What follows belongs to an exercise in optimizing a design on an open flow for small area; a production flow would make more cautious choices. Only simulation tests tie the RTL to the original design; equivalence was not proved. Power figures rest on the tool's default switching activity, not on a simulated workload.

==> inputs of run a <==
Design mapic_acq, start of the top module:
module mapic_acq (
    input  wire        clk,
    input  wire        rst,
    input  wire        us_tick,
    input  wire        cin_valid,
    input  wire [7:0]  cin_data,
    input  wire        cin_last,
    output wire        cin_ready,
    output wire        cout_valid,
    output wire [7:0]  cout_data,
    output wire        cout_last,
    input  wire        cout_ready,
    output wire        sout_valid,
    output wire [7:0]  sout_data,
    output wire        sout_last,
    input  wire [11:0] adc_data,
    input  wire        trig_in,
    input  wire        rate_in,
    output wire        bus_req,
    output wire [1:0]  bus_op,
    output wire [6:0]  bus_addr,
    output wire [7:0]  bus_wdata,
    input  wire        bus_ack,
    input  wire        bus_present,
    input  wire [7:0]  bus_rdata,
    output wire        pol_out,
    output wire        tp_out,
    output wire        clr_out,
    output wire        idle,
    output wire [2:0]  fault_code,
    output wire [7:0]  bus_err_cnt
);
Settings: LEC_CHECK=0, CAP_MARGIN=0, CORE_MARGIN=2, CORE_UTILIZATION=40, SLEW_MARGIN=0; clock period 18.0 ns.
standard.sh (not shown) runs the stock make flow with config.mk's settings and CLKGATE_MAP_FILE= SYNTH_SCRIPT=/design/flow/synth_recipe.tcl, a recipe that flattens the netlist after the stock synthesis.
==> flow/flow/run.sh <==
#!/bin/bash
# Standard ORFS layout, except:
#  - the combinational logic of the standard synthesis is re-mapped by ABC for area
#    before floorplanning (registers: names, count and cell types untouched);
#  - port buffers use the smallest buffer cell;
#  - the clock tree uses small clock buffers in small clusters and no dummy loads.
set -euo pipefail
WORK=$(pwd)
RES=$WORK/orfs/results/$FLOW_PLATFORM/mapic_acq/base
YOSYS=${YOSYS_EXE:-$FLOW_HOME/../tools/install/yosys/bin/yosys}
LIB=$FLOW_HOME/platforms/$FLOW_PLATFORM/lib/sky130_fd_sc_hd__tt_025C_1v80.lib

bash standard.sh synth > $WORK/synth_std.log 2>&1
cp $RES/1_2_yosys.v $WORK/1_2_yosys_std.v
LIB=$LIB IN=$WORK/1_2_yosys_std.v OUT=$WORK/1_2_yosys_reabc.v SCRIPT=$WORK/flow/area.abc \
  $YOSYS -c $WORK/flow/reabc.tcl > $WORK/reabc.log 2>&1
cp $WORK/1_2_yosys_reabc.v $RES/1_2_yosys.v
rm -f $RES/1_synth.odb $RES/1_synth.sdc

export BUFFER_PORTS_ARGS="-buffer_cell sky130_fd_sc_hd__buf_1"
export CTS_ARGS="-sink_clustering_enable -repair_clock_nets -dont_use_dummy_load -buf_list sky130_fd_sc_hd__clkbuf_4 -sink_clustering_size 8 -sink_clustering_max_diameter 50"
bash standard.sh > $WORK/layout.log 2>&1
==> flow/flow/area.abc <==
&get -n
&st
&deepsyn -T 240
&dch -f
&nf -a -R 1000
&put
==> flow/flow/reabc.tcl <==
# Re-map the combinational cells of the standard synthesis netlist; keep every register cell.
yosys read_liberty -ignore_miss_func $::env(LIB)
yosys blackbox sky130_fd_sc_hd__dfxtp_1 sky130_fd_sc_hd__edfxtp_1 sky130_fd_sc_hd__conb_1
yosys read_verilog $::env(IN)
yosys hierarchy -top mapic_acq
yosys flatten
yosys opt_clean
set dont {}
foreach c {probe_p_8 probec_p_8 lpflow_*} { lappend dont -dont_use sky130_fd_sc_hd__$c }
yosys abc -liberty $::env(LIB) {*}$dont -script $::env(SCRIPT)
yosys opt_clean -purge
yosys setundef -zero
yosys hilomap -singleton -hicell sky130_fd_sc_hd__conb_1 HI -locell sky130_fd_sc_hd__conb_1 LO
yosys insbuf -buf sky130_fd_sc_hd__buf_4 A X
yosys splitnets
yosys opt_clean -purge
yosys write_verilog -noattr -nohex -nodec $::env(OUT)
# check the written netlist on its own, with the library's cells as black boxes
yosys design -reset
yosys read_liberty -lib -ignore_miss_func $::env(LIB)
yosys read_verilog $::env(OUT)
yosys hierarchy -top mapic_acq
yosys stat -liberty $::env(LIB)
yosys check -assert -mapped
==> inputs of run b, as changes to run a <==
--- a/flow/design.v
+++ b/flow/design.v
@@ -56,35 +56,33 @@
     localparam [2:0] K_P2 = 3'd0, K_RATE = 3'd1, K_LGET = 3'd2, K_BURST = 3'd3,
                      K_WRG = 3'd4, K_WRT = 3'd5, K_STRM = 3'd6, K_LSET = 3'd7;
     reg  [4:0]  state;
     reg  [2:0]  op;
     reg  [7:0]  buserr;
     reg         pol, tpen;
-    reg  [3:0]  rx_cnt;            
-    reg         rx_new;            
     reg  [63:0] label;
     reg         lbl_set;           
     reg  [63:0] a;
     reg  [47:0] b;
     reg         tx_busy;
     reg  [4:0]  tx_idx;            
-    reg         trig_q, t_pend;
-    reg  [1:0]  t_cnt;             
+    reg         trig_q, rate_q;
+    reg  [1:0]  svc;               
+    reg         pend;              
     reg  [1:0]  dq;
     reg  [1:0]  pc2;               
     reg  [11:0] bb [0:15];
     reg  [3:0]  bb_set;            
-    reg         rate_q, r_pend;
-    reg  [1:0]  clr_cnt;           
     wire halted = (state[4:3] == 2'b11);
     wire rx_state = (state[4:2] == 3'b000);
     assign cin_ready = rx_state;
     wire rx_fire  = cin_valid && rx_state;
     wire rx_end   = rx_fire && cin_last;
-    wire [3:0] rx_len = rx_cnt;
-    wire [3:0] rx_pos = rx_new ? 4'd0 : rx_cnt;
+    wire [3:0] rx_len = tx_idx[3:0];
+    wire       rx_mid = tx_idx[4];
+    wire [3:0] rx_pos = rx_mid ? tx_idx[3:0] : 4'd0;
     wire [3:0] rx_pos_next = rx_pos[3] ? 4'd8 : rx_pos + 4'd1;
     wire rx_store = rx_fire && !state[1];    
     wire [15:0] opc = a[15:0];
     wire        in_str   = (state[4:2] == 3'b100);
     wire        str_send = (state == S_STR_SEND);
     wire [31:0] s_left   = a[31:0];
@@ -100,85 +98,82 @@
     wire [11:0] w_dec    = w_cnt - 12'd1;
     wire [4:0]  t_k      = str_send ? {3'd0, tx_idx[3], tx_idx[3]} : (t_p + {4'd0, us_tick});
     wire [19:0] us_sum   = t_us + {15'd0, t_k};
     wire        us_wrap  = (us_sum[19:6] == 14'h3D09);
     wire [19:0] tk_us    = us_wrap ? {14'd0, us_sum[5:0]} : us_sum;
     wire [15:0] tk_sec   = t_sec + {15'd0, us_wrap};
-    wire t_insvc  = (t_cnt != 2'd0);
+    wire t_insvc  = (svc != 2'd0);
     wire t_edge   = trig_in && !trig_q;
-    wire t_entry  = (state == S_BURST) && !t_insvc && (t_edge || t_pend);
+    wire t_entry  = (state == S_BURST) && !t_insvc && (t_edge || pend);
     wire t_ovf    = t_entry && dq[1];
     wire in_burst = (state[4:1] == 4'b1010);
     wire defer_go = in_burst && (dq != 2'd0) && !t_insvc && !tx_busy;
     wire burst_reached = (a == 64'd0);
-    wire r_insvc = (clr_cnt != 2'd0);
+    wire r_insvc = (svc != 2'd0);
     wire r_edge  = rate_in && !rate_q;
-    wire r_entry = (state == S_RATE) && !r_insvc && (r_edge || r_pend);
+    wire r_entry = (state == S_RATE) && !r_insvc && (r_edge || pend);
     wire r_wrap  = (a[30:0] == 31'h2AAAAAAA) && (a[33:32] == 2'd1);
     always @(posedge clk) begin
         if (rst) begin
             state   <= S_IDLE;
             buserr  <= 8'd0;
             pol     <= 1'b0;
             tpen    <= 1'b0;
-            rx_cnt  <= 4'd0;
-            rx_new  <= 1'b1;
             lbl_set <= 1'b0;
             tx_busy <= 1'b0;
             tx_idx  <= 5'd0;
             trig_q  <= 1'b0;
-            t_pend  <= 1'b0;
-            t_cnt   <= 2'd0;
+            pend    <= 1'b0;
+            svc     <= 2'd0;
             dq      <= 2'd0;
             pc2     <= 2'd0;
             rate_q  <= 1'b0;
-            r_pend  <= 1'b0;
-            clr_cnt <= 2'd0;
         end else begin
             trig_q <= trig_in;
             rate_q <= rate_in;
             if (rx_fire) begin
-                rx_cnt <= rx_pos_next;
-                rx_new <= cin_last;
+                tx_idx <= {!cin_last, rx_pos_next};
             end
             if (tx_busy && cout_ready) begin
                 if (cout_last) begin
                     tx_busy <= 1'b0;
                     tx_idx  <= 5'd0;
                 end else begin
                     tx_idx  <= tx_idx + 5'd1;
                 end
             end
             if (t_entry) begin
-                t_pend <= 1'b0;
-                t_cnt  <= 2'd1;
-                pc2    <= pc2 + 2'd1;
-            end else if (t_insvc) begin
-                if (t_edge)
-                    t_pend <= 1'b1;
-                t_cnt <= t_cnt + 2'd1;
+                pend <= 1'b0;
+                svc  <= 2'd1;
+                pc2  <= pc2 + 2'd1;
+            end else if (r_entry) begin
+                pend <= 1'b0;
+                svc  <= 2'd2;
+            end else if (svc != 2'd0) begin
+                if (state == S_RATE) begin
+                    if (r_edge)
+                        pend <= 1'b1;
+                    if (us_tick)
+                        svc <= svc - 2'd1;
+                end else begin
+                    if (t_edge)
+                        pend <= 1'b1;
+                    svc <= svc + 2'd1;
+                end
             end
             if (defer_go && pc2 == 2'd2)
                 tx_busy <= 1'b1;
             case ({t_entry, defer_go})
                 2'b10:   dq <= dq + 2'd1;
                 2'b01:   dq <= dq - 2'd1;
                 default: dq <= dq;
             endcase
-            if (r_entry) begin
-                r_pend  <= 1'b0;
-                clr_cnt <= 2'd2;
-            end else if (r_insvc) begin
-                if (r_edge)
-                    r_pend <= 1'b1;
-                if (us_tick)
-                    clr_cnt <= clr_cnt - 2'd1;
-            end
             case (state)
             S_IDLE: if (rx_end) state <= S_DECODE;
             S_DECODE: begin
+                tx_idx <= 5'd0;
                 if (rx_len < 4'd2) begin
                     state <= S_H_SHORT;
                 end else begin
                     case (opc)
                     16'h0000: state <= S_RD_GAIN;
                     16'h0200: state <= S_SCAN;
@@ -207,17 +202,18 @@
                         lbl_set <= 1'b1;
                         state   <= S_IDLE;
                     end
                     endcase
                 end
             end
-            S_DRAIN: if (!rx_fire && rx_new) begin
+            S_DRAIN: if (!rx_fire && !rx_mid) begin
+                tx_idx <= 5'd0;
                 state <= op[2] ? S_STR_1ST : S_BURST;
                 pc2   <= 2'd0;
             end
-            S_DRAIN_I: if (!rx_fire && rx_new) state <= S_IDLE;
+            S_DRAIN_I: if (!rx_fire && !rx_mid) state <= S_IDLE;
             S_RD_GAIN: if (bus_ack) begin
                 if (!bus_present) begin
                     buserr <= buserr + 8'd1;
                     state  <= S_IDLE;
                 end else begin
                     state  <= S_RD_THR;
@@ -346,13 +342,13 @@
         endcase
     end
     always @(posedge clk) begin
         if (t_entry)
             b[11:0] <= adc_data;
         else if (t_insvc) begin
-            case (t_cnt)
+            case (svc)
                 2'd1:    b[23:12] <= adc_data;
                 2'd2:    b[35:24] <= adc_data;
                 default: b[47:36] <= adc_data;
             endcase
         end
         case (state)
@@ -438,11 +434,11 @@
     assign bus_op     = {state[1] & state[0], !state[1]};
     assign bus_addr   = (state[1:0] == 2'b10) ? a[6:0] :
                         (state[1:0] == 2'b00 || (state[1:0] == 2'b11 && op == K_WRG)) ? 7'h2D : 7'h2C;
     assign bus_wdata  = a[7:0];
     assign pol_out    = pol;
     assign tp_out     = tpen;
-    assign clr_out    = r_insvc;
+    assign clr_out    = (state == S_RATE) && r_insvc;
     assign idle       = (state == S_IDLE);
     assign fault_code = halted ? state[2:0] : 3'd0;
     assign bus_err_cnt = buserr;
 endmodule
==> flow/flow/area.abc (replaced) <==
&get -n
&st
&deepsyn -T 600
&dch -f
&nf -a -R 1000
&put
==> summary of the runs <==
Between run b and run a, the lower sequential power is in run a (gap about 4%, measured against run a).
Between run b and run a, the lower sequential share of layout area is in run b (gap 0.60 points).
In run b the register-to-register slack is higher than in run a, by 0.95 ns.
Against run b, the global-route usage of run a is lower by 1.4 points.
Non-clock buffer count: run a is lower than run b (7).
In run b the synthesized cell count is larger than in run a, by about 1.2%.
Utilization: run a is higher than run b (0.20 points).
==> figures <==
Maximum fanout count along the critical path: run b 11; run a 10
Combinational Power Share: run b 27.2%; run a 19.9%
Static Leak: run b 6.47 nW; run a 6.40 nW
HPWL after detailed placement: run b 45500 um; run a 43900 um
Mean post-synth cell area: run b 11.0 um^2; run a 11.3 um^2
Outcome: run b complete, no violations; run a complete, no violations
Minimum setup slack in the final design: run b 4.67 ns; run a 4.69 ns
Met1 GRT Util: run b 38.3%; run a 35.6%
Sequential logic power: run b 1.34 mW; run a 1.29 mW
Power density relative to cell area: run b 123 mW/mm^2; run a 108 mW/mm^2
Clock buffer cells: run b 59; run a 61
Share of layout cells above drive strength 1: run b 6.36%; run a 6.39%
Multi-input logic portion of the cell area: run b 34.8%; run a 34.5%
Width of the die: run b 217 um; run a 219 um
Layout-to-synthesis area ratio: run b 1.100x; run a 1.097x
End of the worst hold path: run b bb_set[0]; run a label[61]

[separate check: timing with driven ports]
How much do the figures lean on ideal ports? The routed layouts below were timed once more, with nothing changed but the port constraints. Step 1 (the two cells are an assumption about what drives the block):
set clk [get_ports {clk}]
set_driving_cell -lib_cell sky130_fd_sc_hd__clkbuf_16 $clk
set_driving_cell -lib_cell sky130_fd_sc_hd__buf_2 [delete_from_list [all_inputs] $clk]
Step 2 times the ports against the registers' clock, not the clock port: input delays grow and output delays shrink by t, the midpoint of the rising clock arrivals with the driver on. a / b / c = no drivers / after step 1 / after step 2; a / b = the first two.
run | shift t [ns] | slack for setup (ns) | worst setup path at the end
run a | 0.871 | 4.686 / 4.661 / 4.661 | input to output
run b | 0.865 | 4.667 / 4.618 / 4.618 | input to output
After both steps every run listed still meets setup and hold. For run b, which loses most, drivers alone change the setup slack by -0.049 ns; drivers and shift together by -0.049 ns.
